This is an optimization exercise on Yosys and OpenROAD, whose aim is small area, not a production implementation.
In this exercise RTL edits were held to simulation tests only and were not proved equivalent to the original.
Power is estimated from default activity; no workload was simulated.

--- flow/config.mk ---
export PLATFORM = sky130hd
export DESIGN_NAME = risc_core
export DESIGN_NICKNAME = risc_core
export VERILOG_FILES = /design/flow/design.v
export SDC_FILE = /design/flow/constraint.sdc
export NUM_CORES = 4
export LEC_CHECK = 0
export CAP_MARGIN = 20
export CORE_MARGIN = 2
export CORE_UTILIZATION = 45
export CTS_BUF_LIST = sky130_fd_sc_hd__clkbuf_8
export CTS_CLUSTER_DIAMETER = 60
export CTS_CLUSTER_SIZE = 16
export GPL_TIMING_DRIVEN = 0
export SLEW_MARGIN = 20
export SYNTH_HIERARCHICAL = 1
--- flow/constraint.sdc ---
create_clock -name core_clock -period 13.5 [get_ports {clk}]
set_input_delay 2.7000 -clock core_clock [delete_from_list [all_inputs] [get_ports {clk}]]
set_output_delay 2.7000 -clock core_clock [all_outputs]
set_load 0.01 [all_outputs]
--- flow/design.v ---
module risc_port_mux (
    input  wire [991:0] rf,
    input  wire [4:0]   sel,
    output wire [31:0]  m
);
    wire [31:0] oh = 32'd1 << sel;
    genvar j, k;
    generate
        for (j = 0; j < 32; j = j + 1) begin : g_bit
            wire [30:0] col;
            for (k = 1; k < 32; k = k + 1) begin : g_reg
                assign col[k-1] = rf[32*k-32+j];
            end
            risc_port_slice u_slice (.d(col), .oh(oh[31:1]), .y(m[j]));
        end
    endgenerate
endmodule
module risc_port_slice (
    input  wire [30:0] d,
    input  wire [30:0] oh,
    output wire        y
);
    assign y = |(d & oh);
endmodule
module risc_port_rot (
    input  wire [31:0] m,
    input  wire [4:0]  ph,
    output wire [31:0] p
);
    wire [63:0] mm = {m, m} << ph;
    assign p = mm[63:32];
endmodule
module risc_core (
    input  wire        clk,
    input  wire        rst,
    output wire [15:0] imem_addr,
    input  wire [31:0] imem_rdata,
    output wire [15:0] dmem_addr,
    output wire        dmem_we,
    output wire [31:0] dmem_wdata,
    input  wire [31:0] dmem_rdata,
    input  wire [31:0] in_data,
    output wire        in_pop,
    output wire        out_valid,
    output wire [31:0] out_data,
    output wire        halted,
    output wire [2:0]  trap_cause,
    output wire [31:0] trap_info,
    output wire [31:0] pc_out,
    input  wire [4:0]  dbg_addr,
    output wire [31:0] dbg_data
);
    localparam [2:0] S_CLR   = 3'd0,
                     S_FETCH = 3'd1,
                     S_DEC   = 3'd2,
                     S_ALIGN = 3'd3,
                     S_WORD  = 3'd4,
                     S_NPC   = 3'd5,
                     S_HALT  = 3'd6,
                     S_PRE   = 3'd7;
    localparam [1:0] Y_SH = 2'd0, Y_REM = 2'd1, Y_PC = 2'd2, Y_ZERO = 2'd3;
    reg [2:0]  state;
    reg [1:0]  sub;
    reg [1:0]  wi;
    reg [4:0]  ph;
    reg [16:0] pc;
    reg [2:0]  cause;
    reg [31:0] rem;
    reg [31:0] q;
    reg [4:0]  sh;
    reg [4:0]  psel_r;    
    reg        dsign, asign;
    reg        c_r, ne_r, lt_r, found_r;
    wire [31:0] ir     = imem_rdata;
    wire [6:0]  opcode = ir[6:0];
    wire [4:0]  rd     = ir[11:7];
    wire [2:0]  f3     = ir[14:12];
    wire [4:0]  rs1    = ir[19:15];
    wire [4:0]  rs2    = ir[24:20];
    wire [6:0]  f7     = ir[31:25];
    reg valid;
    reg k_alu, k_cmp, k_sh, k_mul, k_div, k_lw, k_sw, k_br, k_jal, k_jalr, k_lui;
    reg k_ebrk, k_erd, k_ewr;
    reg op_sub, op_and, op_or, op_xor;      
    reg cm_lt, cm_ge, cm_eq;                
    reg sh_l, sh_ra;                        
    reg dv_rem;                             
    wire itype = (opcode == 7'h13) || (opcode == 7'h0B);
    always @* begin
        valid = 1'b0;
        {k_alu, k_cmp, k_sh, k_mul, k_div, k_lw, k_sw, k_br, k_jal, k_jalr, k_lui} = 11'd0;
        {k_ebrk, k_erd, k_ewr} = 3'd0;
        {op_sub, op_and, op_or, op_xor} = 4'd0;
        {cm_lt, cm_ge, cm_eq} = 3'd0;
        {sh_l, sh_ra} = 2'd0;
        dv_rem = 1'b0;
        case (opcode)
            7'h33: begin
                valid = 1'b1;
                case ({f7, f3})
                    {7'h00, 3'd0}: k_alu = 1'b1;
                    {7'h00, 3'd1}: begin k_sh = 1'b1; sh_l = 1'b1; end
                    {7'h00, 3'd2}: begin k_cmp = 1'b1; cm_lt = 1'b1; end
                    {7'h00, 3'd4}: begin k_alu = 1'b1; op_xor = 1'b1; end
                    {7'h00, 3'd5}: k_sh = 1'b1;
                    {7'h00, 3'd6}: begin k_alu = 1'b1; op_or = 1'b1; end
                    {7'h00, 3'd7}: begin k_alu = 1'b1; op_and = 1'b1; end
                    {7'h20, 3'd0}: begin k_alu = 1'b1; op_sub = 1'b1; end
                    {7'h20, 3'd5}: begin k_sh = 1'b1; sh_ra = 1'b1; end
                    {7'h01, 3'd0}: k_mul = 1'b1;
                    {7'h01, 3'd4}: k_div = 1'b1;
                    {7'h01, 3'd6}: begin k_div = 1'b1; dv_rem = 1'b1; end
                    {7'h10, 3'd0}: begin k_cmp = 1'b1; cm_eq = 1'b1; end
                    {7'h10, 3'd1}: k_cmp = 1'b1;
                    {7'h10, 3'd5}: begin k_cmp = 1'b1; cm_ge = 1'b1; end
                    default:       valid = 1'b0;
                endcase
            end
            7'h13: begin
                valid = 1'b1;
                case (f3)
                    3'd0: k_alu = 1'b1;
                    3'd1: begin k_sh = 1'b1; sh_l = 1'b1; valid = (f7 == 7'h00); end
                    3'd2: begin k_cmp = 1'b1; cm_lt = 1'b1; end
                    3'd4: begin k_alu = 1'b1; op_xor = 1'b1; end
                    3'd5: begin
                        k_sh  = 1'b1;
                        sh_ra = (f7 == 7'h20);
                        valid = (f7 == 7'h00) || (f7 == 7'h20);
                    end
                    3'd6: begin k_alu = 1'b1; op_or = 1'b1; end
                    3'd7: begin k_alu = 1'b1; op_and = 1'b1; end
                    default: valid = 1'b0;
                endcase
            end
            7'h0B: begin
                valid = 1'b1;
                case (f3)
                    3'd0: begin k_alu = 1'b1; op_sub = 1'b1; end
                    3'd1: begin k_cmp = 1'b1; cm_eq = 1'b1; end
                    3'd2: k_cmp = 1'b1;
                    3'd3: begin k_cmp = 1'b1; cm_ge = 1'b1; end
                    3'd4: k_mul = 1'b1;
                    3'd5: k_div = 1'b1;
                    3'd6: begin k_div = 1'b1; dv_rem = 1'b1; end
                    default: valid = 1'b0;
                endcase
            end
            7'h03: begin valid = (f3 == 3'd2); k_lw = 1'b1; end
            7'h23: begin valid = (f3 == 3'd2); k_sw = 1'b1; end
            7'h63: begin
                valid = (f3 == 3'd0) || (f3 == 3'd1) || (f3 == 3'd4) || (f3 == 3'd5);
                k_br  = 1'b1;
            end
            7'h67: begin valid = (f3 == 3'd0); k_jalr = 1'b1; end
            7'h6F: begin valid = 1'b1; k_jal = 1'b1; end
            7'h37: begin valid = 1'b1; k_lui = 1'b1; end
            7'h73: begin
                if (ir == 32'h0000_0073) begin
                    valid = 1'b1; k_ebrk = 1'b1;
                end else if (f7 == 7'd1 && ir[24:15] == 10'd0 && f3 == 3'd0) begin
                    valid = 1'b1; k_erd = 1'b1;
                end else if (f7 == 7'd2 && ir[24:20] == 5'd0 && f3 == 3'd0 && rd == 5'd0) begin
                    valid = 1'b1; k_ewr = 1'b1;
                end
            end
            default: valid = 1'b0;
        endcase
    end
    wire [31:0] imm_i = {{20{ir[31]}}, ir[31:20]};
    wire [31:0] imm_s = {{20{ir[31]}}, ir[31:25], ir[11:7]};
    wire [31:0] imm_b = {{20{ir[31]}}, ir[31], ir[7], ir[30:25], ir[11:8]};
    wire [31:0] imm_j = {{12{ir[31]}}, ir[31:12]};
    wire [31:0] imm_u = {ir[31:12], 12'd0};
    wire [31:0] imm   = k_sw  ? imm_s :
                        k_br  ? imm_b :
                        k_jal ? imm_j :
                        k_lui ? imm_u : imm_i;
    wire        clearing = (state == S_CLR);
    reg         wen;      
    reg         wbit;
    wire [31:0] rword [0:31];
    wire [991:0] rf_flat;
    assign rword[0] = 32'd0;
    genvar k;
    generate
        for (k = 1; k < 32; k = k + 1) begin : g_rf
            reg [31:0] r;
            wire we_k = clearing || (wen && rd == k);
            always @(posedge clk)
                r <= {we_k ? (wbit && !clearing) : r[0], r[31:1]};
            assign rword[k] = r;
            assign rf_flat[32*k-32 +: 32] = r;
        end
    endgenerate
    wire [4:0]  psel = (state == S_HALT) ? dbg_addr : psel_r;
    wire [31:0] P;
    wire [31:0] pm;
    risc_port_mux u_pmux (.rf(rf_flat), .sel(psel), .m(pm));
    risc_port_rot u_prot (.m(pm), .ph(ph), .p(P));
    wire        t2   = pm[0];
    reg         ei, ep, ed, eni, xinv, cin, qin, y0;
    reg  [1:0]  ysel;
    wire [31:0] X = (({32{ei}} & imm) | ({32{ep}} & P) | ({32{ed}} & dmem_rdata) |
                     ({32{eni}} & in_data)) ^ {32{xinv}};
    reg  [31:0] Y;
    always @* begin
        case (ysel)
            Y_SH:    Y = {rem[30:0], y0};
            Y_REM:   Y = rem;
            Y_PC:    Y = {15'd0, pc};
            default: Y = 32'd0;
        endcase
    end
    wire [32:0] sum33 = {1'b0, X} + {1'b0, Y} + {32'd0, cin};
    wire [31:0] S     = sum33[31:0];
    wire        cout  = sum33[32];
    wire        xzero = (X == 32'd0);
    wire        s_oor = (S[31:16] != 16'd0);
    wire [5:0] tsum   = {1'b0, ph} + {1'b0, sh ^ {5{sh_l}}} + {5'd0, sh_l};
    wire [4:0] tidx   = k_sh ? tsum[4:0] : ph;
    wire       tvalid = !k_sh || (tsum[5] == sh_l);
    wire       rt     = tvalid ? rem[tidx] : (sh_ra && rem[31]);
    wire a_b = itype ? t2 : rt;
    wire b_b = itype ? rt : t2;
    wire link = k_jal || k_jalr;
    wire subtract = (k_alu && op_sub) || k_cmp || k_br;
    wire pcb = (ph < 5'd17) ? pc[ph] : 1'b0;
    wire sa  = link ? pcb : a_b;
    wire sb  = link ? 1'b0 : (b_b ^ subtract);
    wire cc  = (ph == 5'd0) ? (subtract || link) : c_r;
    wire ssum  = sa ^ sb ^ cc;
    wire scar  = (sa & sb) | (cc & (sa ^ sb));
    wire alu_bit = op_and ? (a_b & b_b) :
                   op_or  ? (a_b | b_b) :
                   op_xor ? (a_b ^ b_b) : ssum;
    wire ne_c   = ((ph == 5'd0) ? 1'b0 : ne_r) | (a_b ^ b_b);
    wire lt_c   = (a_b & ~b_b) | (~(a_b ^ b_b) & ssum);
    wire cmp_res = cm_lt ? lt_r : cm_ge ? ~lt_r : cm_eq ? ~ne_r : ne_r;
    wire taken   = (f3 == 3'd0) ? ~ne_r : (f3 == 3'd1) ? ne_r :
                   (f3 == 3'd4) ? lt_r : ~lt_r;
    wire neg     = k_div && (dv_rem ? asign : (asign ^ dsign));
    wire found_c = (ph == 5'd0) ? 1'b0 : found_r;
    wire [1:0] wword = k_cmp ? 2'd1 : k_mul ? 2'd2 : k_div ? 2'd3 : 2'd0;
    wire [1:0] lastw = wword;
    reg [2:0] nstate;
    reg [1:0] nsub;
    reg [2:0] ncause;
    reg       pc_we, sh_we, ds_we, as_we;
    reg       r_dmem_we, r_in_pop, r_out_valid;
    always @* begin
        nstate = state; nsub = sub; ncause = cause;
        ei = 1'b0; ep = 1'b0; ed = 1'b0; eni = 1'b0; xinv = 1'b0; cin = 1'b0;
        ysel = Y_REM; y0 = 1'b0; qin = 1'b0;
        wen = 1'b0; wbit = 1'b0;
        pc_we = 1'b0; sh_we = 1'b0; ds_we = 1'b0; as_we = 1'b0;
        r_dmem_we = 1'b0; r_in_pop = 1'b0; r_out_valid = 1'b0;
        case (state)
            S_CLR: begin
                if (ph == 5'd31) nstate = S_FETCH;
            end
            S_FETCH: nstate = S_PRE;
            S_PRE: begin
                nstate = S_DEC; nsub = 2'd0;
            end
            S_DEC: begin
                nstate = S_ALIGN;
                if (!valid) begin
                    nstate = S_HALT;
                end else if (k_alu || k_cmp || k_br) begin
                    ei = itype; ep = !itype; ysel = Y_ZERO;
                end else if (k_sh) begin
                    if (sub == 2'd0) begin
                        ei = itype; ep = !itype; sh_we = 1'b1;
                        nstate = S_DEC; nsub = 2'd1;
                    end else begin
                        ep = 1'b1; ysel = Y_ZERO;
                    end
                end else if (k_mul) begin
                    ei = itype; ep = !itype; ysel = Y_ZERO;      
                end else if (k_div) begin
                    if (sub == 2'd0) begin
                        ei = itype; ep = !itype;
                        nstate = S_DEC;
                        if (xzero) begin
                            nsub = 2'd1;
                        end else begin
                            ds_we = 1'b1; nsub = 2'd2;
                        end
                    end else if (sub == 2'd1) begin
                        ysel = Y_PC;
                        ncause = 3'd4; nstate = S_HALT;
                    end else begin
                        ep = 1'b1; xinv = P[31]; cin = P[31];
                        ysel = Y_ZERO; as_we = 1'b1;
                    end
                end else if (k_lw || k_sw) begin
                    nstate = S_DEC; nsub = sub + 2'd1;
                    case (sub)
                        2'd0: begin ep = 1'b1; ysel = Y_ZERO; end
                        2'd1: begin
                            ei = 1'b1; ysel = Y_REM;
                            if (s_oor) begin
                                ncause = k_lw ? 3'd2 : 3'd3; nstate = S_HALT;
                            end else if (k_sw) begin
                                nstate = S_NPC;
                            end
                        end
                        2'd2: ;
                        default: begin ed = 1'b1; ysel = Y_ZERO; nstate = S_ALIGN; end
                    endcase
                end else if (k_jalr) begin
                    ep = 1'b1; ysel = Y_ZERO;
                end else if (k_lui) begin
                    ei = 1'b1; ysel = Y_ZERO;
                end else if (k_erd) begin
                    eni = 1'b1; ysel = Y_ZERO; r_in_pop = 1'b1;
                end else if (k_ewr) begin
                    r_out_valid = 1'b1; nstate = S_NPC;
                end else if (k_ebrk) begin
                    nstate = S_NPC;
                end
            end
            S_ALIGN: begin
                if (ph == 5'd31) nstate = S_WORD;
            end
            S_WORD: begin
                if ((k_mul || k_div) && wi == 2'd0) begin
                    ysel = Y_SH; qin = rem[31];
                end else if (k_mul && wi == 2'd1) begin
                    ep = q[31]; ysel = Y_SH;
                end else if (k_div && wi == 2'd1) begin
                    ei = itype; ep = !itype;
                    xinv = dsign ^ !rem[31]; cin = dsign ^ !rem[31];
                    ysel = Y_SH; y0 = q[31]; qin = !S[31];
                end else if (k_div && wi == 2'd2 && !dv_rem) begin
                    ysel = Y_SH; y0 = q[31];             
                end else if (k_div && wi == 2'd2 && ph == 5'd0) begin
                    ei = itype && rem[31]; ep = !itype && rem[31];
                    xinv = dsign && rem[31]; cin = dsign && rem[31];
                end
                if (wi == wword && !k_br) begin
                    wen  = 1'b1;
                    wbit = k_alu ? alu_bit :
                           k_cmp ? ((ph == 5'd0) && cmp_res) :
                           link  ? ssum :
                           (rt ^ (neg && found_c));
                end
                if (ph == 5'd31 && wi == lastw) nstate = S_NPC;
            end
            S_NPC: begin
                ysel = Y_PC; cin = 1'b1;
                if (k_br) ei = taken;
                if (k_jal) ei = 1'b1;
                if (k_jalr) begin ei = 1'b1; ysel = Y_REM; cin = 1'b0; end
                if (k_sw) r_dmem_we = 1'b1;
                pc_we = 1'b1;
                if (k_ebrk) begin
                    nstate = S_HALT;
                end else if (s_oor) begin
                    ncause = 3'd1; nstate = S_HALT;
                end else begin
                    nstate = S_FETCH;
                end
            end
            default: ;    
        endcase
    end
    wire [4:0] ph_n = ph + 5'd1;
    wire [1:0] wi_n = (state == S_WORD && ph == 5'd31) ? wi + 2'd1 :
                      (state != S_WORD) ? 2'd0 : wi;
    wire rs2_n = (state == S_PRE && (k_sh || k_div || k_mul)) ||
                 (k_div && state == S_WORD &&
                  ((wi == 2'd0 && ph == 5'd31) || wi == 2'd1)) ||
                 (k_sw && state == S_DEC && sub == 2'd1) ||
                 ((k_alu || k_cmp || k_br) && !itype &&
                  ((state == S_ALIGN && ph == 5'd31) || state == S_WORD));
    always @(posedge clk) begin
        if (rst) begin
            state <= S_CLR;
            ph    <= 5'd0;
            pc    <= 17'd0;
            cause <= 3'd0;
            sub   <= 2'd0;
            wi    <= 2'd0;
        end else begin
            state <= nstate;
            ph    <= ph + 5'd1;
            sub   <= nsub;
            cause <= ncause;
            if (pc_we) pc <= S[16:0];
            if (state == S_WORD && ph == 5'd31) wi <= wi + 2'd1;
            else if (state != S_WORD) wi <= 2'd0;
        end
    end
    always @(posedge clk) begin
        rem <= S;
        psel_r <= rs2_n ? rs2 : rs1;
        q   <= {q[30:0], qin};
        if (sh_we) sh <= X[4:0];
        if (ds_we) dsign <= X[31];
        if (as_we) asign <= P[31];
        c_r     <= link ? (pcb & cc) : scar;
        found_r <= found_c | rt;
        if (state == S_WORD && wi == 2'd0) begin
            ne_r <= ne_c;
            if (ph == 5'd31) lt_r <= lt_c;
        end
    end
    assign imem_addr  = pc[15:0];
    assign dmem_addr  = rem[15:0];
    assign dmem_we    = r_dmem_we;
    assign dmem_wdata = P;
    assign in_pop     = r_in_pop;
    assign out_valid  = r_out_valid;
    assign out_data   = P;
    assign halted     = (state == S_HALT);
    assign trap_cause = cause;
    assign trap_info  = rem;
    assign pc_out     = {(cause == 3'd1) ? rem[31:17] : 15'd0, pc};
    assign dbg_data   = P;
endmodule
--- flow/flow/run.sh ---
#!/bin/bash
# The standard layout (standard.sh, all ORFS steps) with these changes,
# made through ORFS's own variables:
#  - the buffers Yosys/ABC inserted are removed at floorplan (repair_design
#    re-buffers what needs it);
#  - ports are buffered with sky130_fd_sc_hd__buf_1 instead of the default
#    delay buffer;
#  - CTS clusters up to 16 sinks per clkbuf_8 and inserts no dummy loads.
# The output of the whole run goes to standard.log in the work folder; ORFS
# writes each step's log under orfs/logs/.
set -euo pipefail
export REMOVE_ABC_BUFFERS=1
export BUFFER_PORTS_ARGS="-buffer_cell sky130_fd_sc_hd__buf_1"
export CTS_ARGS="-sink_clustering_enable -repair_clock_nets -dont_use_dummy_load -buf_list sky130_fd_sc_hd__clkbuf_8 -sink_clustering_size 16 -sink_clustering_max_diameter 60"
bash standard.sh > standard.log 2>&1
--- flow/standard.sh ---
#!/bin/bash
# synth_recipe.tcl (not shown) runs the flow's synth.tcl, then flattens the netlist and writes it again
# the make line also repeats each setting of config.mk as NAME=value (left out here)
make -C /OpenROAD-flow-scripts/flow DESIGN_CONFIG=/design/flow/config.mk WORK_HOME=/design/flow/orfs CLKGATE_MAP_FILE= SYNTH_SCRIPT=/design/flow/synth_recipe.tcl "${@:-finish}"
==> results of run 1 <==
[sequential cells by signal, indices dropped and copies added, names as in the netlist]
register,count
c_r,1
pc,17
state,3
wi,2
dsign,1
psel_r,5
sh,5
g_rf.r,992
found_r,1
lt_r,1
rem,32
cause,3
ne_r,1
q,32
asign,1
ph,5
sub,2
[Yosys stat by module, one instance, submodules excluded]
module	copies in the design	area, sq um
risc_port_slice	32	154
risc_port_rot	1	2050
risc_port_mux	1	210
risc_core	1	31900
[cells in the mapped netlist (all sizes together), types with 46 or more instances]
library cell / count / share of area
a21oi: 118 / 0.015
a221oi: 46 / 0.015
a22oi: 398 / 0.077
buf: 137 / 0.025
clkbuf: 74 / 0.0071
dfxtp: 1095 / 0.56
ha: 50 / 0.016
inv: 47 / 0.0045
mux2: 74 / 0.021
mux4: 76 / 0.047
nand2: 168 / 0.016
nand3: 104 / 0.013
nand4: 81 / 0.013
nor2: 119 / 0.011
nor3: 51 / 0.0069
o21ai: 93 / 0.012
xnor2: 62 / 0.014
[worst max-delay path by stage]
stage / start / to / slack, ps
floorplan: dbg_addr[3] / state[2] / 3310
global placement: dbg_addr[3] / state[2] / -150
detailed placement: dbg_addr[3] / state[2] / 640
CTS: dbg_addr[3] / state[2] / 1350
global route: dbg_addr[3] / cause[2] / 1000
finish: dbg_addr[3] / state[2] / 1180
[final cells by class]
cell class                 count  area, sq um
antenna                        7         17.5
clock buffer                  87         1200
fill                        7791        43400
inverter                      48          180
multi-input combinational   1983        15700
sequential                  1104        22200
tap                         1155         1450
timing repair buffer         344         2160
[logic make-up after synthesis]
group / Yosys count / share of synthesized area
buffers and inverters: 259 / 0.0372
flip-flops: 1104 / 0.568
XOR/XNOR: 73 / 0.0164
AO/OA/AOI/OAI: 941 / 0.184
multiplexers: 187 / 0.0779
adder cells (fa/ha/maj): 54 / 0.0181
AND/OR/NAND/NOR: 728 / 0.0982
[layer usage]
| layer | vias up | GRT usage | share of wire |
|---|---|---|---|
| li1 | 13189 | - | - |
| met1 | 13697 | 0.331 | 0.42 |
| met2 | 1231 | 0.420 | 0.45 |
| met3 | 324 | 0.0360 | 0.058 |
| met4 | 0 | 0.159 | 0.068 |
| met5 | - | 0 | 0 |
[through the flow]
stage / setup slack, ps / area, sq um / total power [mW] / hold slack, ps / utilization
final: 1180 / 42900 / 4.98 / 277 / 0.497
after global routing: 996 / 42900 / 5.16 / 287 / 0.497
after CTS: 1350 / 42900 / 5.03 / 267 / 0.497
after detailed placement: 638 / 41700 / 3.51 / 312 / 0.483
after global placement: -147 / 40400 / 3.49 / 312 / 0.467
after floorplan: 3310 / 37800 / 3.42 / 310 / -
[where the power goes]
part / internal, mW / leakage, nW / switching, mW / total, mW
Sequential: 3.26 / 8.92 / 0.00816 / 3.27
Combinational: 0.0571 / 6.13 / 0.110 / 0.167
Clock: 0.577 / 0.626 / 0.969 / 1.55
Total: 3.90 / 15.7 / 1.09 / 4.98
[worst register-to-register path, delay by kind of cell (launching register included)]
family                     cells  cell delay [ps]
AOI/OAI and AO/OA             10             2770
xor gates and xnor gates       1              710
adders and majority gates      2              760
buffers and inverters          2              320
DFF                            1              790
muxes                          4             2080
and+or+nand+nor               11             4000
==> summary.md, run 1 <==
| Metric | Value |
|---|---|
| Worst-Skew Late Latency | 720 ps |
| Sequential area share after synthesis | 0.568 |
| Post-Syn Area | 39000 sq um |
| H-tree levels | 3 |
| Delay-heaviest family, CP | simple AND/OR/NAND/NOR gates |
| Gate Count Post-Synth | 3346 |
| Slew headroom | 0.168 |
| Max clock buf depth | 3 |
| Final period utilization | 0.913 |
| Layout Nets | 3725 |
| Async set-reset flop share out of synthesis | 0 |
| Leakage | 15.7 nW |
| Total stage count of the critical path | 30 |
| Synth Warn # | 7 |
| CTS resizes | 0 |
| # setup viols final | 0 |
| Die X | 299 um |
| Max_cap viols | 0 |
| Clock root buffer | clkbuf_8 |
| Slowest-stage cell, CP | nand2b_1 |
| Die area | 89200 sq um |
| Post-synth EDFFs | 9 |
| R2r startpoint | state[1] |
| Syn avg cell area | 11.7 sq um |
| Critical path class | input pin to flip-flop |
| Largest net degree at the start of global routing | 36 |
| Worst r2r dst | state[2] |
| Data required, critical path | 14050 ps |
| GRT overflow | 0 |
| Final slew viol count | 0 |
| Remaining DRCs | 0 |
| CP startpoint kind | input pin |
| Min-Delay Path Depth | 0 |
| Total wire length | 119000 um |
| Maximum VDD drop | 0.0674 mV |
| CTS Hold Bufs | 0 |
| Worst R2R Setup Slack | 1950 ps |
| Via Count | 28.4k |
| R2r worst-path depth | 30 |
| WP buf/inv | 3 |
| Hold path start | q[14] |
| Crit path capture type | flip-flop |
| Fin cells | 4728 |
| Critical path arrival | 12870 ps |
| Clk sinks | 1104 |
| Power Density | 116 nW/um^2 |
| Clock Skew | 91.3 ps |
| Clk slew on worst S/H paths | 80 ps |
| Most frequent cells in the layout | dfxtp_1 (1090), a22oi_1 (397), buf_1 (299) |
| Cell count after placement | 4634 |
| Setup_tns | 0 ps |
| Primary FF master, synth | dfxtp_1 |
| Slew @ Worst Pin | 1250 ps |
| Initial drt markers | 2795 |
| CTS tree | built |
| HPWL after DPL | 91200 um |
| I/O Pins | 302 |
| Row Count | 108 |
| Tot GR Track Use | 0.260 |
| Count of input and output buffers | 301 |
| Status | timing/DRC/antenna clean |
| Post-CTS setup buffers | 0 |
| First-pass GRT wire length | 176000 um |
| Core Area | 86300 sq um |
| Post-synth cell types | 104 |
| Routed len/inst | 25.1 um |
| Fin crit period | 12320 ps |
| Crit path max fanout | 19 |
| Fraction of layout cells with a size suffix above 1 | 0.106 |
| RSZ-0062 raised after global routing | false |
| Vias in the first global route | 27.3k |
| Fmax achieved | 81.2 MHz |
| Die Height | 299 um |
| Commonest non-fill, non-tap cell in the layout | dfxtp_1 |
| Initial antenna violation count | 5 |
| Layout Area Growth over Synthesis | 9.96% |
| Via/cell ratio | 6.02 |
| Max incr delay on CP | 820 ps |
| Final Hold Vio Count | 0 |
| CTS Buf Count | 87 |
| Synth Register Bits | 1104 |
| Initial Util | 0.452 |
| WHS Endpoint | q[15] |
| Worst hold path class | flip-flop to flip-flop |
| Placer Congestion | 1.03 |
| Post-route ant nets | 0 |
| TritonRoute pass-1 iters | 9 |
==> inputs of run 2 (changes only) <==
--- a/flow/design.v
+++ b/flow/design.v
@@ -1,2 +1,44 @@
+module risc_bitsel (
+    input  wire [31:0] d,
+    input  wire [4:0]  idx,
+    output wire        y
+);
+    assign y = d[idx];
+endmodule
+module risc_pcsel (
+    input  wire [16:0] pc,
+    input  wire [4:0]  idx,
+    output wire        y
+);
+    assign y = (idx < 5'd17) ? pc[idx] : 1'b0;
+endmodule
+module risc_adddp (
+    input  wire [31:0] imm,
+    input  wire [31:0] p,
+    input  wire [31:0] dmem,
+    input  wire [31:0] ind,
+    input  wire        ei, ep, ed, eni, xinv,
+    input  wire [31:0] rem,
+    input  wire [16:0] pc,
+    input  wire [1:0]  ysel,
+    input  wire        y0,
+    input  wire        cin,
+    output wire [31:0] x,
+    output wire [31:0] s,
+    output wire        cout
+);
+    assign x = (({32{ei}} & imm) | ({32{ep}} & p) | ({32{ed}} & dmem) |
+                ({32{eni}} & ind)) ^ {32{xinv}};
+    reg [31:0] y;
+    always @* begin
+        case (ysel)
+            2'd0:    y = {rem[30:0], y0};
+            2'd1:    y = rem;
+            2'd2:    y = {15'd0, pc};
+            default: y = 32'd0;
+        endcase
+    end
+    assign {cout, s} = {1'b0, x} + {1'b0, y} + {32'd0, cin};
+endmodule
 module risc_port_mux (
     input  wire [991:0] rf,
@@ -202,18 +244,11 @@
     reg         ei, ep, ed, eni, xinv, cin, qin, y0;
     reg  [1:0]  ysel;
-    wire [31:0] X = (({32{ei}} & imm) | ({32{ep}} & P) | ({32{ed}} & dmem_rdata) |
-                     ({32{eni}} & in_data)) ^ {32{xinv}};
-    reg  [31:0] Y;
-    always @* begin
-        case (ysel)
-            Y_SH:    Y = {rem[30:0], y0};
-            Y_REM:   Y = rem;
-            Y_PC:    Y = {15'd0, pc};
-            default: Y = 32'd0;
-        endcase
-    end
-    wire [32:0] sum33 = {1'b0, X} + {1'b0, Y} + {32'd0, cin};
-    wire [31:0] S     = sum33[31:0];
-    wire        cout  = sum33[32];
+    wire [31:0] X, S;
+    wire        cout;
+    risc_adddp u_dp (
+        .imm(imm), .p(P), .dmem(dmem_rdata), .ind(in_data),
+        .ei(ei), .ep(ep), .ed(ed), .eni(eni), .xinv(xinv),
+        .rem(rem), .pc(pc), .ysel(ysel), .y0(y0), .cin(cin),
+        .x(X), .s(S), .cout(cout));
     wire        xzero = (X == 32'd0);
     wire        s_oor = (S[31:16] != 16'd0);
@@ -221,10 +256,13 @@
     wire [4:0] tidx   = k_sh ? tsum[4:0] : ph;
     wire       tvalid = !k_sh || (tsum[5] == sh_l);
-    wire       rt     = tvalid ? rem[tidx] : (sh_ra && rem[31]);
+    wire       rem_t;
+    risc_bitsel u_remsel (.d(rem), .idx(tidx), .y(rem_t));
+    wire       rt     = tvalid ? rem_t : (sh_ra && rem[31]);
     wire a_b = itype ? t2 : rt;
     wire b_b = itype ? rt : t2;
     wire link = k_jal || k_jalr;
     wire subtract = (k_alu && op_sub) || k_cmp || k_br;
-    wire pcb = (ph < 5'd17) ? pc[ph] : 1'b0;
+    wire pcb;
+    risc_pcsel u_pcsel (.pc(pc), .idx(ph), .y(pcb));
     wire sa  = link ? pcb : a_b;
     wire sb  = link ? 1'b0 : (b_b ^ subtract);
==> summary.md, run 2 <==
| Metric | Value |
|---|---|
| Critical path arrival | 12960 ps (+90 ps) |
| Max reg flops | 992 (unchanged) |
| HPWL after DPL | 85100 um (-6.7%) |
| Crit path capture type | flip-flop |
| H-tree levels | 3 (unchanged) |
| Clock Skew | 131 ps (+39.2 ps) |
| Worst hold path class | flip-flop to flip-flop |
| Most frequent cells in the layout | dfxtp_1 (1090), a22oi_1 (392), buf_1 (299) |
| Hold path start | g_rf[17].r[3] |
| Post-Syn Area | 38400 sq um (-1.7%) |
| CTS tree | built |
| CP startpoint kind | input pin |
| Via/cell ratio | 5.90 (-1.9%) |
| Initial Util | 0.452 (about the same) |
| First-pass GRT wire length | 165000 um (-5.9%) |
| Final Hold Vio Count | 0 (unchanged) |
| I/O Pins | 302 (unchanged) |
| Delay-heaviest family, CP | compound AO/OA/AOI/OAI gates |
| RSZ-0062 raised after global routing | false |
| Core Area | 84900 sq um (-1.7%) |
| Post-route ant nets | 0 (unchanged) |
| Die X | 296 um (-0.82%) |
| Final core utilization | 0.499 (+0.00207) |
| CTS Hold Bufs | 0 (unchanged) |
| Tot GR Track Use | 0.252 (-0.00783) |
| GRT overflow | 0 (unchanged) |
| Max incr delay on CP | 1120 ps (+300 ps) |
| Remaining DRCs | 0 (unchanged) |
| Setup WS pre-CTS | 959 ps (+321 ps) |
| Clk sinks | 1104 (unchanged) |
| Setup_tns | 0 ps (unchanged) |
| FF+latch area | 22200 sq um (about the same) |
| Die Height | 296 um (-0.82%) |
| Clk slew on worst S/H paths | 90 ps (about the same) |
| Worst-Skew Late Latency | 730 ps (about the same) |
| Worst r2r dst | state[0] |
| Count of input and output buffers | 301 (unchanged) |
| Gate Count Post-Synth | 3233 (-3.4%) |
| Slowest-stage cell, CP | xnor2_1 |
| Critical path class | input pin to flip-flop |
| Most flop-heavy register | g_rf.r |
| Syn avg cell area | 11.9 sq um (+1.8%) |
| Biggest regs | g_rf.r x992, q x32, rem x32 |
| Crit path max fanout | 33 (+14) |
| Placer Congestion | 0.979 (-5.2%) |
| CTS Buf Count | 87 (unchanged) |
| Row Count | 107 (-0.93%) |
| TritonRoute pass-1 iters | 8 (-1) |
| Total wire length | 114000 um (-4.0%) |
| Routed len/inst | 24.8 um (-1.5%) |
| R2r worst-path depth | 30 (unchanged) |
| Power Density | 149 nW/um^2 (+28%) |
| # setup viols final | 0 (unchanged) |
| CTS resizes | 0 (unchanged) |
| Max_cap viols | 0 (unchanged) |
| Worst Setup SP | dbg_addr[0] |
| Fmax achieved | 80.5 MHz (-0.80%) |
| Via Count | 27.2k (-4.3%) |
| Layout Area Growth over Synthesis | 10.4% |
| Status | timing/DRC/antenna clean |
| Data required, critical path | 14040 ps (about the same) |
| WP buf/inv | 2 (-1) |
| Filler Cells Inserted | 7573 (-2.8%) |
| Clock root buffer | clkbuf_8 |
| Synth Warn # | 8 (+1) |
| Post-CTS setup buffers | 0 (unchanged) |
| Final worst slack | 1080 ps (-98.8 ps) |
| Commonest non-fill, non-tap cell in the layout | dfxtp_1 |
| Maximum VDD drop | 0.0873 mV (+30%) |
| Total stage count of the critical path | 29 (-3.3%) |
| R2r startpoint | state[2] |
| Final slew viol count | 0 (unchanged) |
| Leakage | 15.8 nW (+0.73%) |
| Fraction of layout cells with a size suffix above 1 | 0.101 (-0.00500) |
| Largest net degree at the start of global routing | 45 (+25%) |
| Vias in the first global route | 25.6k (-6.2%) |
| Slew headroom | 0.116 (-0.0517) |
| Max clock buf depth | 3 (unchanged) |
| Initial drt markers | 2211 (-21%) |
| Crit path to | state[0] |
| Initial antenna violation count | 3 (-2) |
| Worst R2R Setup Slack | 1980 ps (+30 ps) |
| Fin crit period | 12420 ps (+98.8 ps) |
| Layout Nets | 3626 (-2.7%) |
| Final period utilization | 0.920 (+0.00732) |
| Die area | 87700 sq um (-1.6%) |
| Area of the multi-input gates | 15200 sq um (-3.5%) |
| Slew @ Worst Pin | 1320 ps (+68.1 ps) |
run 2: final cells by class:
class	count	area share
Sequential cell	1104	0.524
Multi-Input combinational cell	1883	0.358
Timing Repair Buffer	356	0.0527
Tap cell	1144	0.0338
Clock buffer	87	0.0283
Inverter	35	0.00310
Antenna cell	1	0.0000590
run 2: worst reg2reg max path: cells and delay by family, from the launching register on:
family,cells,cell delay [ps]
AO/OA/AOI/OAI,13,2960
XOR/XNOR,2,1400
adder cells (fa/ha/maj),1,490
buffers and inverters,1,260
flip-flops,1,620
multiplexers,4,2020
AND/OR/NAND/NOR,9,3640
run 2: worst min-delay path by stage:
stage,cells after the start,endpoint
floorplan,0,q[10]
global placement,0,q[27]
detailed placement,0,q[1]
CTS,0,g_rf[17].r[2]
global route,0,g_rf[17].r[2]
finish,0,g_rf[17].r[2]
run 2: where the power goes:
group / leakage (nW) / internal [mW] / switching (mW)
Combinational: 6.23 / 0.322 / 0.614
Sequential: 8.93 / 3.58 / 0.239
Clock: 0.626 / 0.576 / 0.974
run 2: through the flow:
| stage | power (mW) | cell area, sq um | std cells | hold WS [ps] |
|---|---|---|---|---|
| floorplan | 4.33 | 37100 | 3022 | 310 |
| global placement | 4.76 | 39700 | 4467 | 311 |
| detailed placement | 4.79 | 41200 | 4522 | 312 |
| CTS | 6.33 | 42400 | 4609 | 292 |
| global route | 6.56 | 42400 | 4610 | 292 |
| finish | 6.31 | 42400 | 4610 | 289 |
run 2: layer usage:
metal	global-route usage	part of all wire	vias up
li1	-	-	12715
met1	0.326	0.42	13092
met2	0.394	0.44	1126
met3	0.0468	0.074	272
met4	0.147	0.063	2
met5	0	0.00012	-
==> inputs of run 3 (changes only) <==
--- a/flow/config.mk
+++ b/flow/config.mk
@@ -6,5 +6,5 @@
 export NUM_CORES = 4
 export LEC_CHECK = 0
-export CAP_MARGIN = 20
+export CAP_MARGIN = 10
 export CORE_MARGIN = 2
 export CORE_UTILIZATION = 45
@@ -13,4 +13,4 @@
 export CTS_CLUSTER_SIZE = 16
 export GPL_TIMING_DRIVEN = 0
-export SLEW_MARGIN = 20
+export SLEW_MARGIN = 10
 export SYNTH_HIERARCHICAL = 1
==> summary.md, run 3 <==
| Metric | Value |
|---|---|
| Status | timing/DRC/antenna clean |
| Critical path arrival | 12600 ps (-360 ps) |
| Syn avg cell area | 11.9 sq um (unchanged) |
| Die Height | 296 um (unchanged) |
| WHS Endpoint | g_rf[24].r[17] |
| Slew headroom | 0.135 (+0.0192) |
| Remaining DRCs | 0 (unchanged) |
| Worst hold path class | flip-flop to flip-flop |
| HPWL after DPL | 80700 um (-5.1%) |
| # setup viols final | 0 (unchanged) |
| Post-Syn Area | 38400 sq um (unchanged) |
| Clock root buffer | clkbuf_8 |
| Clock Skew | 123 ps (-7.89 ps) |
| Power Density | 151 nW/um^2 (+1.3%) |
| Final Hold Vio Count | 0 (unchanged) |
| CTS resizes | 0 (unchanged) |
| Most flop-heavy register | g_rf.r |
| Data required, critical path | 14070 ps (+30 ps) |
| Max_cap viols | 0 (unchanged) |
| Critical path class | input pin to flip-flop |
| Via Count | 26.9k (-0.97%) |
| Cell count after placement | 4496 (-0.57%) |
| Commonest non-fill, non-tap cell in the layout | dfxtp_1 |
| Total wire length | 114000 um (-0.22%) |
| CTS Hold Bufs | 0 (unchanged) |
| Count of input and output buffers | 301 (unchanged) |
| Slew @ Worst Pin | 1290 ps (-22.4 ps) |
| Max reg flops | 992 (unchanged) |
| Die X | 296 um (unchanged) |
| Placer Congestion | 0.979 (unchanged) |
| TritonRoute pass-1 iters | 8 (unchanged) |
| Via/cell ratio | 5.87 (-0.47%) |
| Hold path start | g_rf[24].r[18] |
| Initial Util | 0.452 (unchanged) |
| Die area | 87700 sq um (unchanged) |
| Filler Cells Inserted | 7685 (+1.5%) |
| Min-Delay Path Depth | 0 (unchanged) |
| Slowest-stage cell, CP | a221oi_1 |
| R2r startpoint | state[2] |
| RSZ-0062 raised after global routing | false |
| Initial antenna violation count | 5 (+2) |
| Layout Area Growth over Synthesis | 8.61% |
| Max clock buf depth | 3 (unchanged) |
| Clk slew on worst S/H paths | 90 ps (about the same) |
| Routed len/inst | 24.8 um (+0.28%) |
| Largest net degree at the start of global routing | 42 (-6.7%) |
| Gate Count Post-Synth | 3233 (unchanged) |
| CTS Buf Count | 87 (unchanged) |
| GRT overflow | 0 (unchanged) |
| CP startpoint kind | input pin |
| Most frequent cells in the layout | dfxtp_1 (1090), a22oi_1 (392), buf_1 (300) |
| Worst R2R Setup Slack | 2430 ps (+450 ps) |
| First-pass GRT wire length | 166000 um (+0.10%) |
| I/O Pins | 302 (unchanged) |
| Biggest regs | g_rf.r x992, q x32, rem x32 |
| Worst-Skew Late Latency | 740 ps (about the same) |
| R2r worst-path depth | 28 (-6.7%) |
| CTS tree | built |
| Area of the multi-input gates | 15200 sq um (-0.17%) |
| FF+latch area | 22200 sq um (about the same) |
| Leakage | 15.5 nW (-1.8%) |
| Synth Warn # | 8 (unchanged) |
| Post-CTS setup buffers | 0 (unchanged) |
| Clk sinks | 1104 (unchanged) |
| Max incr delay on CP | 950 ps (-170 ps) |
| Final core utilization | 0.491 (-0.00793) |
| Layout Nets | 3601 (-0.69%) |
| H-tree levels | 3 (unchanged) |
| Row Count | 107 (unchanged) |
| Tot GR Track Use | 0.253 (+0.000844) |
| Fin cells | 4587 (-0.50%) |
| Crit path max fanout | 32 (-3.0%) |
| Fmax achieved | 83.1 MHz (+3.2%) |
| Initial drt markers | 2308 (+4.4%) |
| Fraction of layout cells with a size suffix above 1 | 0.0933 (-0.00741) |
| Vias in the first global route | 25.5k (-0.41%) |
| Post-route ant nets | 0 (unchanged) |
| Core Area | 84900 sq um (unchanged) |
| Maximum VDD drop | 0.0758 mV (-13%) |
| Worst r2r dst | state[0] |
| Final slew viol count | 0 (unchanged) |
| Fin crit period | 12030 ps (-391 ps) |
| Final period utilization | 0.891 (-0.0289) |
| Crit path capture type | flip-flop |
[run 3: worst max path at each step]
| stage | start | end | slack (ps) | cells past startpoint |
|---|---|---|---|---|
| 2_1_floorplan | imem_rdata[27] | state[0] | 1400 | 26 |
| 3_3_place_gp | imem_rdata[13] | cause[0] | -3270 | 25 |
| 3_5_place_dp | dbg_addr[0] | state[0] | 1250 | 29 |
| 4_1_cts | dbg_addr[0] | state[0] | 1920 | 29 |
| 5_1_grt | dbg_addr[0] | state[0] | 1130 | 27 |
| 6_report | dbg_addr[0] | state[0] | 1470 | 27 |
[run 3: area by class of cell]
cell class,count,share of cell area
tap,1144,0.0343
clock buffer,87,0.0287
timing repair buffer,331,0.0380
antenna,3,0.000180
multi-input combinational,1883,0.363
sequential,1104,0.532
inverter,35,0.00315
[run 3: per-layer routing]
layer | GRT usage | up-vias | share of wire
li1 | - | 12664 | -
met5 | 0 | - | 0.000097
met3 | 0.0527 | 304 | 0.078
met4 | 0.160 | 2 | 0.066
met1 | 0.326 | 12799 | 0.42
met2 | 0.387 | 1174 | 0.44
[run 3: where the power goes]
part	switching, mW	total, mW	internal [mW]
sequential	0.234	3.82	3.58
clock	0.973	1.55	0.576
combinational	0.611	0.924	0.312
[run 3: metrics by stage]
stage / setup slack (ps) / hold WS (ps) / TNS (ps) / power, mW / area (sq um)
2_1_floorplan: 1400 / 310 / 0 / 4.33 / 37100
3_3_place_gp: -3270 / 311 / -63660 / 4.76 / 39700
3_5_place_dp: 1250 / 312 / 0 / 4.78 / 40500
4_1_cts: 1920 / 288 / 0 / 6.31 / 41700
5_1_grt: 1130 / 289 / 0 / 6.56 / 41700
6_report: 1470 / 293 / 0 / 6.29 / 41700
[run 3: worst max-delay path, delay by kind of cell]
family	cells	cell delay [ps]
XOR/XNOR	2	520
AO/OA/AOI/OAI	10	3090
multiplexers	4	1880
AND/OR/NAND/NOR	9	3600
adder cells (fa/ha/maj)	1	510
buffers and inverters	1	270
==> inputs of run 4 (changes only) <==
--- a/flow/config.mk
+++ b/flow/config.mk
@@ -6,5 +6,5 @@
 export NUM_CORES = 4
 export LEC_CHECK = 0
-export CAP_MARGIN = 10
+export CAP_MARGIN = 5
 export CORE_MARGIN = 2
 export CORE_UTILIZATION = 45
@@ -13,4 +13,4 @@
 export CTS_CLUSTER_SIZE = 16
 export GPL_TIMING_DRIVEN = 0
-export SLEW_MARGIN = 10
+export SLEW_MARGIN = 5
 export SYNTH_HIERARCHICAL = 1
==> summary.md, run 4 <==
| Metric | Value |
|---|---|
| CTS Buf Count | 87 (unchanged) |
| Status | timing/DRC/antenna clean |
| Clk sinks | 1104 (unchanged) |
| Critical path arrival | 12600 ps (about the same) |
| Synth Warn # | 8 (unchanged) |
| Layout Area Growth over Synthesis | 8.30% |
| Largest net degree at the start of global routing | 45 (+7.1%) |
| Fraction of layout cells with a size suffix above 1 | 0.0915 (-0.00185) |
| RSZ-0062 raised after global routing | false |
| Syn avg cell area | 11.9 sq um (unchanged) |
| Via Count | 26.9k (-0.022%) |
| Placer Congestion | 0.979 (unchanged) |
| Setup_tns | 0 ps (unchanged) |
| Row Count | 107 (unchanged) |
| Crit path max fanout | 32 (unchanged) |
| Via/cell ratio | 5.88 (+0.15%) |
| Initial Util | 0.452 (unchanged) |
| Die area | 87700 sq um (unchanged) |
| Gate Count Post-Synth | 3233 (unchanged) |
| Data required, critical path | 14070 ps (about the same) |
| H-tree levels | 3 (unchanged) |
| Vias in the first global route | 25.2k (-1.3%) |
| Remaining DRCs | 0 (unchanged) |
| Most frequent cells in the layout | dfxtp_1 (1090), a22oi_1 (392), buf_1 (300) |
| Power Density | 151 nW/um^2 (+0.21%) |
| Initial antenna violation count | 6 (+1) |
| Final core utilization | 0.490 (-0.00140) |
| Worst hold path class | flip-flop to flip-flop |
| Final slew viol count | 0 (unchanged) |
| Layout Nets | 3594 (-0.19%) |
| CTS tree | built |
| Gate power share | 0.147 (about the same) |
| Clock root buffer | clkbuf_8 |
| Clk slew on worst S/H paths | 90 ps (about the same) |
| Tot GR Track Use | 0.251 (-0.00177) |
| CTS resizes | 0 (unchanged) |
| Crit path capture type | flip-flop |
| Final period utilization | 0.891 (about the same) |
| Slew headroom | 0.0588 (-0.0766) |
| Post-Syn Area | 38400 sq um (unchanged) |
| Final Hold Vio Count | 0 (unchanged) |
| Critical path class | input pin to flip-flop |
| Clock Skew | 115 ps (-7.76 ps) |
| Sw power | 1.82 mW (-0.12%) |
| GRT overflow | 0 (unchanged) |
| I/O Pins | 302 (unchanged) |
| Fmax achieved | 83.1 MHz (about the same) |
| Pint | 4.47 mW (about the same) |
| Cell count after placement | 4490 (-0.13%) |
| Maximum VDD drop | 0.0929 mV (+23%) |
| CP startpoint kind | input pin |
| Post-CTS setup buffers | 0 (unchanged) |
| Power share of the sequential group | 0.607 (about the same) |
| R2r worst-path depth | 29 (+3.6%) |
| HPWL after DPL | 80400 um (-0.34%) |
| Fin cells | 4579 (-0.17%) |
| Max clock buf depth | 3 (unchanged) |
| Commonest non-fill, non-tap cell in the layout | dfxtp_1 |
| Total wire length | 113000 um (-0.52%) |
| Die X | 296 um (unchanged) |
| CTS Hold Bufs | 0 (unchanged) |
| Biggest regs | g_rf.r x992, q x32, rem x32 |
| Most flop-heavy register | g_rf.r |
| # setup viols final | 0 (unchanged) |
| Worst-Skew Late Latency | 730 ps (about the same) |
| Routed len/inst | 24.8 um (-0.34%) |
| Slew @ Worst Pin | 1410 ps (+118 ps) |
| Fin crit period | 12030 ps (-0.230 ps) |
| Filler Cells Inserted | 7697 (+0.16%) |
| Initial drt markers | 2370 (+2.7%) |
| Switching Share | 0.289 (about the same) |
| Max_cap viols | 0 (unchanged) |
| Max reg flops | 992 (unchanged) |
| Min-Delay Path Depth | 0 (unchanged) |
| Share of total power in the clock network | 0.246 (about the same) |
| Min Hold Slack | 281 ps (-11.8 ps) |
| Leakage | 15.5 nW (-0.34%) |
| Post-route ant nets | 0 (unchanged) |
| TritonRoute pass-1 iters | 9 (+1) |
| Core Area | 84900 sq um (unchanged) |
| Count of input and output buffers | 301 (unchanged) |
| Die Height | 296 um (unchanged) |
| First-pass GRT wire length | 164000 um (-0.78%) |
==> run 4: cell types whose count changed in the layout (fill, tap and decap cells not counted), sizes merged <==
cell	delta
buf	-6
clkbuf	-1
diode	-1
==> run 4: final cells by class <==
cell class              instances  area (sq um)  area share
inverters                      35           131     0.00316
flip-flops and latches       1104         22200       0.534
repair buffers                324          1470      0.0353
multi-input cells            1883         15200       0.365
diodes                          2          5.00    0.000120
well taps                    1144          1430      0.0344
clock buffers                  87          1200      0.0288
==> run 4: worst paths after layout <==
| kind | startpoint | to | slack (ps) |
|---|---|---|---|
| min | g_rf[27].r[19] | g_rf[27].r[18] | 280 |
| max reg2reg | state[2] | state[0] | 2320 |
| min reg2reg | g_rf[27].r[19] | g_rf[27].r[18] | 280 |
| max | dbg_addr[0] | state[0] | 1470 |
==> run 4: power by group through the flow <==
stage	logic, mW	clock network [mW]	registers [mW]
after floorplan	0.508	0	3.83
after global placement	0.874	0	3.89
after detailed placement	0.899	0	3.88
after CTS	0.902	1.59	3.81
after global routing	0.976	1.71	3.86
final	0.924	1.55	3.82
==> run 4: stage by stage <==
step	instance area [sq um]	power [mW]	worst slack, ps
floorplan	37100	4.33	1400
global placement	39700	4.76	-3270
detailed placement	40400	4.77	1180
CTS	41600	6.31	1860
global route	41600	6.55	1010
finish	41600	6.29	1470
==> run 4: routing by layer <==
metal	vias to the layer above	part of all wire	wire, um	global-route usage
met5	-	0.00019	21	0
met4	4	0.064	7250	0.151
met3	286	0.077	8740	0.0516
met2	1167	0.44	49900	0.390
met1	12829	0.42	47400	0.322
li1	12651	-	-	-
==> run 4: worst max-delay path, cell delays in order <==
cell and delay, ps:
buf_1 160, mux2_2 380, nand2b_1 770, nor2_4 380, a22o_1 320, a221oi_2 200, nand3_1 220, or4_1 830
mux4_2 600, mux4_1 580, mux2_2 400, a221oi_1 860, xnor2_1 370, ha_1 510, nand4_1 130, a21oi_1 250
a21oi_1 130, o21ai_0 380, nor2_1 180, o21bai_1 200, xor2_1 130, nor4_1 460, and4_1 500, nand3_1 110
o311ai_0 150, o21ai_0 160, o21a_1 200, a2111oi_0 270
==> inputs of run 5 (changes only) <==
--- a/flow/config.mk
+++ b/flow/config.mk
@@ -6,5 +6,5 @@
 export NUM_CORES = 4
 export LEC_CHECK = 0
-export CAP_MARGIN = 5
+export CAP_MARGIN = 0
 export CORE_MARGIN = 2
 export CORE_UTILIZATION = 45
@@ -13,4 +13,4 @@
 export CTS_CLUSTER_SIZE = 16
 export GPL_TIMING_DRIVEN = 0
-export SLEW_MARGIN = 5
+export SLEW_MARGIN = 0
 export SYNTH_HIERARCHICAL = 1
==> summary.md, run 5 <==
| Metric | Value |
|---|---|
| Max clock buf depth | 3 (unchanged) |
| Largest net degree at the start of global routing | 46 (+2.2%) |
| TritonRoute pass-1 iters | 10 (+1) |
| Die Height | 296 um (unchanged) |
| Initial drt markers | 2222 (-6.2%) |
| Synth Warn # | 8 (unchanged) |
| Remaining DRCs | 0 (unchanged) |
| Post-CTS setup buffers | 0 (unchanged) |
| # setup viols final | 0 (unchanged) |
| Count of input and output buffers | 301 (unchanged) |
| Critical path class | input pin to flip-flop |
| Core Area | 84900 sq um (unchanged) |
| Fmax achieved | 85.8 MHz (+3.2%) |
| Biggest regs | g_rf.r x992, q x32, rem x32 |
| Worst R2R Setup Slack | 2660 ps (+340 ps) |
| Tot GR Track Use | 0.251 (-0.000442) |
| Setup_tns | 0 ps (unchanged) |
| CP startpoint kind | input pin |
| I/O Pins | 302 (unchanged) |
| Via/cell ratio | 5.85 (-0.62%) |
| CTS resizes | 0 (unchanged) |
| Via Count | 26.8k (-0.39%) |
| Min Hold Slack | 290 ps (+9.59 ps) |
| CTS Hold Bufs | 0 (unchanged) |
| Die X | 296 um (unchanged) |
| R2r worst-path depth | 29 (unchanged) |
| Min-Delay Path Depth | 0 (unchanged) |
| Maximum VDD drop | 0.0923 mV (-0.64%) |
| Most flop-heavy register | g_rf.r |
| Clk slew on worst S/H paths | 90 ps (about the same) |
| Syn avg cell area | 11.9 sq um (unchanged) |
| Leakage | 15.6 nW (+0.65%) |
| Max_cap viols | 0 (unchanged) |
| Data required, critical path | 14060 ps (about the same) |
| WHS Endpoint | g_rf[14].r[4] |
| CTS Buf Count | 88 (+1.1%) |
| Total wire length | 113000 um (-0.11%) |
| Fin crit period | 11650 ps (-376 ps) |
| Routed len/inst | 24.7 um (-0.35%) |
| Met1 usage | 0.324 (+0.00203) |
| Fin cells | 4590 (+0.24%) |
| Most Crowded Layer GR | met2 |
| Setup WS pre-CTS | 1250 ps (+66.1 ps) |
| Worst hold path class | flip-flop to flip-flop |
| Crit path capture type | flip-flop |
| Cell count after placement | 4499 (+0.20%) |
| Worst-Skew Late Latency | 740 ps (about the same) |
| Layout Nets | 3604 (+0.28%) |
| Most frequent cells in the layout | dfxtp_1 (1090), a22oi_1 (392), buf_1 (300) |
| R2r startpoint | state[2] |
| First-pass GRT wire length | 164000 um (about the same) |
| Final Hold Vio Count | 0 (unchanged) |
| Gate Count Post-Synth | 3233 (unchanged) |
| Placer Congestion | 0.979 (unchanged) |
| Status | timing/DRC/antenna clean |
| Power Density | 151 nW/um^2 (-0.13%) |
| Critical path arrival | 12210 ps (-390 ps) |
| Crit path max fanout | 18 (-44%) |
| Slew @ Worst Pin | 1320 ps (-89.9 ps) |
| Final period utilization | 0.863 (-0.0279) |
| Die area | 87700 sq um (unchanged) |
| H-tree levels | 3 (unchanged) |
| Layout Area Growth over Synthesis | 8.77% |
| Fraction of layout cells with a size suffix above 1 | 0.0935 (+0.00206) |
| Commonest non-fill, non-tap cell in the layout | dfxtp_1 |
| Post-Syn Area | 38400 sq um (unchanged) |
| Clock Skew | 119 ps (+3.84 ps) |
| Total power draw | 6.31 mW (+0.29%) |
| Row Count | 107 (unchanged) |
| Initial Util | 0.452 (unchanged) |
| Global Route met2 Usage | 0.391 (+0.000855) |
| CTS tree | built |
| Post-route ant nets | 0 (unchanged) |
| GRT overflow | 0 (unchanged) |
| Final slew viol count | 0 (unchanged) |
| Met3 global-route usage | 0.0471 (-0.00457) |
| Hold path start | g_rf[14].r[5] |
| HPWL after DPL | 82300 um (+2.3%) |
| Final worst slack | 1850 ps (+376 ps) |
| Max reg flops | 992 (unchanged) |
| RSZ-0062 raised after global routing | false |
| Clk sinks | 1104 (unchanged) |
| Worst r2r dst | state[0] |
| Vias in the first global route | 25.2k (-0.10%) |
| Slew headroom | 0.117 (+0.0581) |
| Clock root buffer | clkbuf_8 |
| Initial antenna violation count | 4 (-2) |
[run 5: power by group]
group / internal (mW) / switching (mW) / leakage (nW)
Clock: 0.582 / 0.979 / 0.633
Sequential: 3.58 / 0.235 / 8.93
Combinational: 0.315 / 0.611 / 5.99
Total: 4.48 / 1.82 / 15.6
[run 5: layout make-up]
class | count | area, sq um
Multi-Input combinational cell | 1883 | 15100
Timing Repair Buffer | 333 | 1690
Fill cell | 7752 | 43100
Sequential cell | 1104 | 22200
Inverter | 35 | 131
Tap cell | 1144 | 1430
Clock buffer | 88 | 1210
Antenna cell | 3 | 7.51
[run 5: per-layer routing]
layer  vias to the layer above  share of wire
li1                      12685              -
met1                     12791           0.42
met2                      1088           0.44
met3                       269          0.073
met4                         0          0.062
met5                         -              0
[run 5: how the worst max path moves through the flow]
stage / endpoint / cells past startpoint / slack [ps] / start
after floorplan: state[0] / 26 / 1400 / imem_rdata[27]
after global placement: cause[0] / 25 / -3270 / imem_rdata[13]
after detailed placement: state[0] / 30 / 1250 / dbg_addr[0]
after CTS: state[0] / 29 / 1920 / dbg_addr[0]
after global routing: state[0] / 29 / 1380 / dbg_addr[0]
final: state[0] / 28 / 1850 / dbg_addr[0]
[run 5: worst max-delay path, stage by stage]
cell and delay (ps):
buf_1 170, mux2_2 280, nand2b_1 670, nor2_2 380
buf_8 270, a222oi_1 340, nand3_1 200, or4_1 770
mux4_2 570, mux4_1 590, mux2_2 400, a32o_2 380
xnor2_1 800, ha_1 460, a21oi_1 170, o21ai_0 160
a211o_1 370, a21oi_1 160, o31ai_2 110, a211oi_1 310
xnor2_1 270, nor4_1 300, and4_1 460, nand3_1 120
o311ai_0 140, o21ai_0 150, o21a_1 200, a2111oi_0 240
[run 5: through the flow]
step,cell area [sq um],utilization
floorplan,37100,-
global placement,39700,0.468
detailed placement,40600,0.478
CTS,41800,0.492
global route,41800,0.492
finish,41800,0.492
==> inputs of run 6 (changes only) <==
==> flow/flow/run.sh (replaced) <==
#!/bin/bash
# The standard layout (standard.sh, all ORFS steps) with these changes,
# made through ORFS's own variables:
#  - the buffers Yosys/ABC inserted are removed at floorplan (repair_design
#    re-buffers what needs it);
#  - ports are buffered with sky130_fd_sc_hd__buf_1 instead of the default
#    delay buffer;
#  - CTS clusters up to 18 sinks per clkbuf_8 and inserts no dummy loads.
# The output of the whole run goes to standard.log in the work folder; ORFS
# writes each step's log under orfs/logs/.
set -euo pipefail
export REMOVE_ABC_BUFFERS=1
export BUFFER_PORTS_ARGS="-buffer_cell sky130_fd_sc_hd__buf_1"
export CTS_ARGS="-sink_clustering_enable -repair_clock_nets -dont_use_dummy_load -buf_list sky130_fd_sc_hd__clkbuf_8 -sink_clustering_size 18 -sink_clustering_max_diameter 60"
bash standard.sh > standard.log 2>&1
--- a/flow/config.mk
+++ b/flow/config.mk
@@ -6,11 +6,11 @@
 export NUM_CORES = 4
 export LEC_CHECK = 0
-export CAP_MARGIN = 0
+export CAP_MARGIN = 5
 export CORE_MARGIN = 2
 export CORE_UTILIZATION = 45
 export CTS_BUF_LIST = sky130_fd_sc_hd__clkbuf_8
 export CTS_CLUSTER_DIAMETER = 60
-export CTS_CLUSTER_SIZE = 16
+export CTS_CLUSTER_SIZE = 18
 export GPL_TIMING_DRIVEN = 0
-export SLEW_MARGIN = 0
+export SLEW_MARGIN = 5
 export SYNTH_HIERARCHICAL = 1
==> summary.md, run 6 <==
| Metric | Value |
|---|---|
| Filler Cells Inserted | 7689 (-0.81%) |
| CTS resizes | 0 (unchanged) |
| HPWL after DPL | 80400 um (-2.3%) |
| Layout Area Growth over Synthesis | 8.10% |
| Post-Syn Area | 38400 sq um (unchanged) |
| Final slew viol count | 0 (unchanged) |
| Post-CTS setup buffers | 0 (unchanged) |
| Worst-Skew Late Latency | 750 ps (about the same) |
| Via Count | 26.8k (-0.29%) |
| Layout Nets | 3588 (-0.44%) |
| TritonRoute pass-1 iters | 8 (-2) |
| Setup_tns | 0 ps (unchanged) |
| Remaining DRCs | 0 (unchanged) |
| Clk sinks | 1104 (unchanged) |
| Critical path arrival | 12620 ps (+410 ps) |
| # setup viols final | 0 (unchanged) |
| Initial Util | 0.452 (unchanged) |
| Die area | 87700 sq um (unchanged) |
| Pint | 4.43 mW (-1.1%) |
| Gate Count Post-Synth | 3233 (unchanged) |
| Die X | 296 um (unchanged) |
| Worst hold path class | flip-flop to flip-flop |
| Via/cell ratio | 5.85 (about the same) |
| Crit path capture type | flip-flop |
| Clk slew on worst S/H paths | 100 ps (about the same) |
| Vias in the first global route | 25.1k (-0.22%) |
| Switching Share | 0.290 (+0.000815) |
| Core Area | 84900 sq um (unchanged) |
| H-tree levels | 3 (unchanged) |
| Clock root buffer | clkbuf_8 |
| Final core utilization | 0.489 (-0.00301) |
| RSZ-0062 raised after global routing | false |
| Power share of the sequential group | 0.612 (+0.006) |
| CTS Hold Bufs | 0 (unchanged) |
| Largest net degree at the start of global routing | 45 (-2.2%) |
| Slew headroom | 0.0892 (-0.0277) |
| Biggest regs | g_rf.r x992, q x32, rem x32 |
| Routed len/inst | 24.7 um (+0.19%) |
| Most frequent cells in the layout | dfxtp_1 (1090), a22oi_1 (392), buf_1 (300) |
| GRT overflow | 0 (unchanged) |
| Final period utilization | 0.894 (+0.0310) |
| I/O Pins | 302 (unchanged) |
| Total wire length | 113000 um (-0.14%) |
| Final Hold Vio Count | 0 (unchanged) |
| Row Count | 107 (unchanged) |
| Syn avg cell area | 11.9 sq um (unchanged) |
| Gate power share | 0.148 (about the same) |
| Max reg flops | 992 (unchanged) |
| Status | timing/DRC/antenna clean |
| Crit path max fanout | 32 (+14) |
| Critical path class | input pin to flip-flop |
| CTS tree | built |
| Maximum VDD drop | 0.0945 mV (+2.4%) |
| Fmax achieved | 82.8 MHz (-3.5%) |
| Most flop-heavy register | g_rf.r |
| Sw power | 1.81 mW (-0.70%) |
| Tot GR Track Use | 0.250 (-0.000685) |
| Die Height | 296 um (unchanged) |
| Fin crit period | 12070 ps (+418 ps) |
| First-pass GRT wire length | 164000 um (-0.54%) |
| Commonest non-fill, non-tap cell in the layout | dfxtp_1 |
| Placer Congestion | 0.979 (unchanged) |
| Initial drt markers | 2350 (+5.8%) |
| Initial antenna violation count | 4 (unchanged) |
| Synth Warn # | 8 (unchanged) |
| Clock Skew | 136 ps (+17.2 ps) |
| Share of total power in the clock network | 0.241 (-0.006) |
| Leakage | 15.4 nW (-0.92%) |
| CP startpoint kind | input pin |
| Post-route ant nets | 0 (unchanged) |
| Count of input and output buffers | 301 (unchanged) |
| Power Density | 150 nW/um^2 (-0.37%) |
| Fraction of layout cells with a size suffix above 1 | 0.0899 (-0.00365) |
| Max clock buf depth | 3 (unchanged) |
| Max_cap viols | 0 (unchanged) |
| CTS Buf Count | 81 (-8.0%) |
| Data required, critical path | 14050 ps (about the same) |
| Slew @ Worst Pin | 1370 ps (+44.3 ps) |
## run 6: layout make-up
| class | count | area [sq um] | share of cell area |
|---|---|---|---|
| repair buffers | 324 | 1470 | 0.0354 |
| well taps | 1144 | 1430 | 0.0345 |
| clock buffers | 81 | 1110 | 0.0269 |
| diodes | 4 | 10.0 | 0.000241 |
| multi-input cells | 1883 | 15200 | 0.365 |
| inverters | 35 | 131 | 0.00316 |
| flip-flops and latches | 1104 | 22200 | 0.535 |
## run 6: critical path, cell delays in order
cell and delay [ps]:
buf_1 160, mux2_2 380, nand2b_1 780, nor2_4 390, a22o_1 320, a221oi_2 220, nand3_1 210, or4_1 800
mux4_2 600, mux4_1 540, mux2_2 380, a32o_2 390, xnor2_1 940, ha_1 470, a21oi_1 170, o21ai_0 150
a211o_1 370, a21oi_1 180, o31ai_2 120, a211oi_1 310, xnor2_1 290, nor4_1 310, and4_1 470, nand3_1 110
o311ai_0 160, o21ai_0 160, o21a_1 200, a2111oi_0 270
## run 6: path summary, 6_finish.rpt
| kind | cells after the start | to | from | slack [ps] |
|---|---|---|---|---|
| max | 28 | state[0] | dbg_addr[0] | 1430 |
| min reg2reg | 0 | g_rf[14].r[2] | g_rf[14].r[3] | 270 |
| min | 0 | g_rf[14].r[2] | g_rf[14].r[3] | 270 |
| max reg2reg | 29 | state[0] | state[2] | 2280 |
## run 6: metal layers
metal,part of all wire,global-route usage,wire [um],vias up
met5,0,0,0,-
met4,0.064,0.154,7250,0
met3,0.074,0.0524,8380,269
met2,0.44,0.388,49800,1088
met1,0.42,0.320,47700,12749
li1,-,-,-,12649
## run 6: power by group through the flow
stage | sequential, mW | combinational [mW] | clock (mW)
2_1_floorplan | 3.83 | 0.508 | 0
3_3_place_gp | 3.89 | 0.874 | 0
3_5_place_dp | 3.88 | 0.899 | 0
4_1_cts | 3.81 | 0.902 | 1.54
5_1_grt | 3.86 | 0.976 | 1.66
6_report | 3.82 | 0.923 | 1.50
## run 6: stage by stage
stage / power (mW) / instance area, sq um / worst slack (ps) / cells / hold WS (ps)
floorplan: 4.33 / 37100 / 1400 / 3022 / 310
global placement: 4.76 / 39700 / -3270 / 4467 / 311
detailed placement: 4.77 / 40400 / 1180 / 4490 / 312
CTS: 6.26 / 41500 / 1830 / 4571 / 271
global route: 6.49 / 41500 / 1110 / 4573 / 264
finish: 6.24 / 41500 / 1430 / 4575 / 273

## static timing again, ports no longer ideal
In the flow no input, the clock included, has a driving cell. The finished layouts below were timed again as built, in two steps. Step 1 sets driving cells, clkbuf_16 on the clock port and buf_2 on the other inputs (assumed; they add their load-dependent delay and slew). Step 2 also shifts input and output timing later by t, the mid clock arrival at the registers, as if the neighbouring blocks saw the same clock. Three values: ideal ports, drivers, drivers and shift; two values: the first two.
run | t, ns | slack for setup (ns) | worst setup path at the end
run 1 | 0.734 | 1.179 / 1.204 / 0.470 | input to register
run 2 | 0.731 | 1.080 / 1.120 / 0.389 | input to register
run 3 | 0.739 | 1.471 / 1.504 / 0.766 | input to register
run 4 | 0.732 | 1.471 / 1.508 / 0.777 | input to register
run 5 | 0.742 | 1.847 / 1.882 / 1.140 | input to register
run 6 | 0.741 | 1.429 / 1.466 / 0.726 | input to register
After both steps setup and hold are still met in every run listed. The setup slack of run 1, which loses most, moves by +0.025 ns with the drivers and by -0.709 ns with both steps.
